From an optimization exercise on the open Yosys and OpenROAD flow, aimed at small area; shortcuts taken in it are not production practice. Only simulation tests tie the RTL to the original design; equivalence was not proved. Power and IR drop assume default switching activity.

## camlink
module camlink (
    input  wire        clk,
    input  wire        rst,          
    input  wire        cmd_valid,
    input  wire [39:0] cmd_word,     
    input  wire        ctrl_we,
    input  wire        ctrl_wdata,   
    output wire        busy,
    input  wire [5:0]  rd_addr,
    output reg  [31:0] rd_data,
    output wire        uart_tx,
    input  wire        uart_rx,
    output wire        img_valid,
    output wire [7:0]  img_data,
    output wire        pkt_done,
    output wire        pkt_ok
);
make LEC_CHECK=0 CAP_MARGIN=20 CORE_MARGIN=2 CORE_UTILIZATION=65 CTS_BUF_LIST=sky130_fd_sc_hd__clkbuf_8 CTS_CLUSTER_DIAMETER=40 CTS_CLUSTER_SIZE=20 SLEW_MARGIN=20 finish   # period 10.0 ns
run.sh (not shown) runs the stock make flow with config.mk's settings and CLKGATE_MAP_FILE= SYNTH_SCRIPT=/design/flow/synth_recipe.tcl, a recipe that flattens the netlist after the stock synthesis.
The baseline passed the timing, design-rule and antenna checks.
==> next run, changes <==
==> flow/flow/run.sh (new file) <==
#!/bin/bash
# Layout flow: the standard flow (standard.sh) with two changes.
#  1. After the standard synthesis, its combinational logic is mapped again
#     with an area-oriented ABC script (flow/reopt.tcl, flow/area.abc).
#     Every register keeps its cell, its name and its connections to the
#     clock; only the gates between registers and ports are re-mapped.
#  2. The buffers ORFS puts on every input and output port use the
#     smallest buffer cell (buf_1).
# Each tool's output goes to a log file of its own in this folder.
set -euo pipefail
export BUFFER_PORTS_ARGS="-buffer_cell sky130_fd_sc_hd__buf_1"
R=orfs/results/${FLOW_PLATFORM}/camlink/base

bash standard.sh synth > standard_synth.log 2>&1

cp $R/1_2_yosys.v $R/1_2_yosys_standard.v
export LIB=${FLOW_HOME}/platforms/${FLOW_PLATFORM}/lib/sky130_fd_sc_hd__tt_025C_1v80.lib
export NETIN=$PWD/$R/1_2_yosys_standard.v
export NETOUT=$PWD/$R/1_2_yosys_reopt.v
export ABCSCRIPT=$PWD/flow/area.abc
export STATOUT=$PWD/reopt_stat.txt
export DONTUSE="$(grep -A60 'DONT_USE_CELLS +=' ${FLOW_HOME}/platforms/${FLOW_PLATFORM}/config.mk | grep -o 'sky130_fd_sc_hd__[a-z0-9_]*' | tr '\n' ' ')"
yosys -c flow/reopt.tcl > reopt.log 2>&1
# the re-mapped netlist replaces the synthesis result; make rebuilds 1_synth.odb from it
sleep 1
cp $NETOUT $R/1_2_yosys.v

bash standard.sh > standard.log 2>&1
grep -h "RSZ-002[78]" orfs/logs/*/*/*/3_3_place_gp.log > port_buffers.log 2>&1 || true
==> flow/flow/area.abc (new file) <==
strash
&get -n
&fraig -x
&st
&syn2
&dch -f
&nf -R 1000
&st
&synch2
&nf -R 1000
&put
==> flow/flow/reopt.tcl (new file) <==
# Re-map the combinational logic of the standard synthesis for area.
# Registers (and tie cells) are kept as they are: same cells, same names.
yosys -import
set lib $::env(LIB)
set in  $::env(NETIN)
set out $::env(NETOUT)
read_liberty -ignore_miss_func $lib
read_verilog $in
hierarchy -top camlink
setattr -mod -set keep_hierarchy 1 sky130_fd_sc_hd__*df* sky130_fd_sc_hd__conb_1
flatten
opt_clean
set du {}
foreach c $::env(DONTUSE) { lappend du -dont_use $c }
abc -liberty $lib -script $::env(ABCSCRIPT) {*}$du
opt_clean -purge
hilomap -singleton -hicell sky130_fd_sc_hd__conb_1 HI -locell sky130_fd_sc_hd__conb_1 LO
insbuf -buf sky130_fd_sc_hd__buf_1 A X
splitnets
opt_clean -purge
select camlink
tee -o $::env(STATOUT) stat -liberty $lib
write_verilog -noattr -nohex -nodec -selected $out
==> flow/standard.sh (new file) <==
#!/bin/bash
# synth_recipe.tcl (not shown) runs the flow's synth.tcl, then flattens the netlist and writes it again
# the make line also repeats each setting of config.mk as NAME=value (left out here)
make -C /OpenROAD-flow-scripts/flow DESIGN_CONFIG=/design/flow/config.mk WORK_HOME=/design/flow/orfs CLKGATE_MAP_FILE= SYNTH_SCRIPT=/design/flow/synth_recipe.tcl "${@:-finish}"
removed: flow/run.sh
Routed wire length came out lower by 7.5%; count of clock-buffer cells in the layout fell by 6; critical path depth rose by 1; clock power stays flat.

-- port drivers added, routing unchanged --
The results above use ideal ports. As a check the final layouts listed here were re-extracted and re-timed, cells and wires unchanged. Step 1 (the two cells are an assumption about what drives the block):
set clk [get_ports {clk}]
set_driving_cell -lib_cell sky130_fd_sc_hd__clkbuf_16 $clk
set_driving_cell -lib_cell sky130_fd_sc_hd__buf_2 [delete_from_list [all_inputs] $clk]
Step 2 adds t to the input delays and takes it off the output delays; t is the mean of the earliest and latest rising clock arrival at the registers after step 1. Input paths then give back, and output paths get back, about the clock's delay inside the block. Three values: ideal, step 1, step 2; two values: the first two.
run | t, ns | slack for setup (ns) | hold slack, ns | worst setup path after step 2 | latest minus earliest clock arrival (ns)
the first run | 0.746 | 1.795 / 1.764 / 1.764 | 0.381 / 0.381 / 0.381 | input to output | 0.068 / 0.069
the second run | 0.730 | 2.528 / 2.462 / 2.462 | 0.433 / 0.433 / 0.433 | input to output | 0.061 / 0.062
After both steps setup and hold are still met in every run listed. For the second run, which loses most, drivers alone change the setup slack by -0.066 ns; drivers and shift together by -0.066 ns.
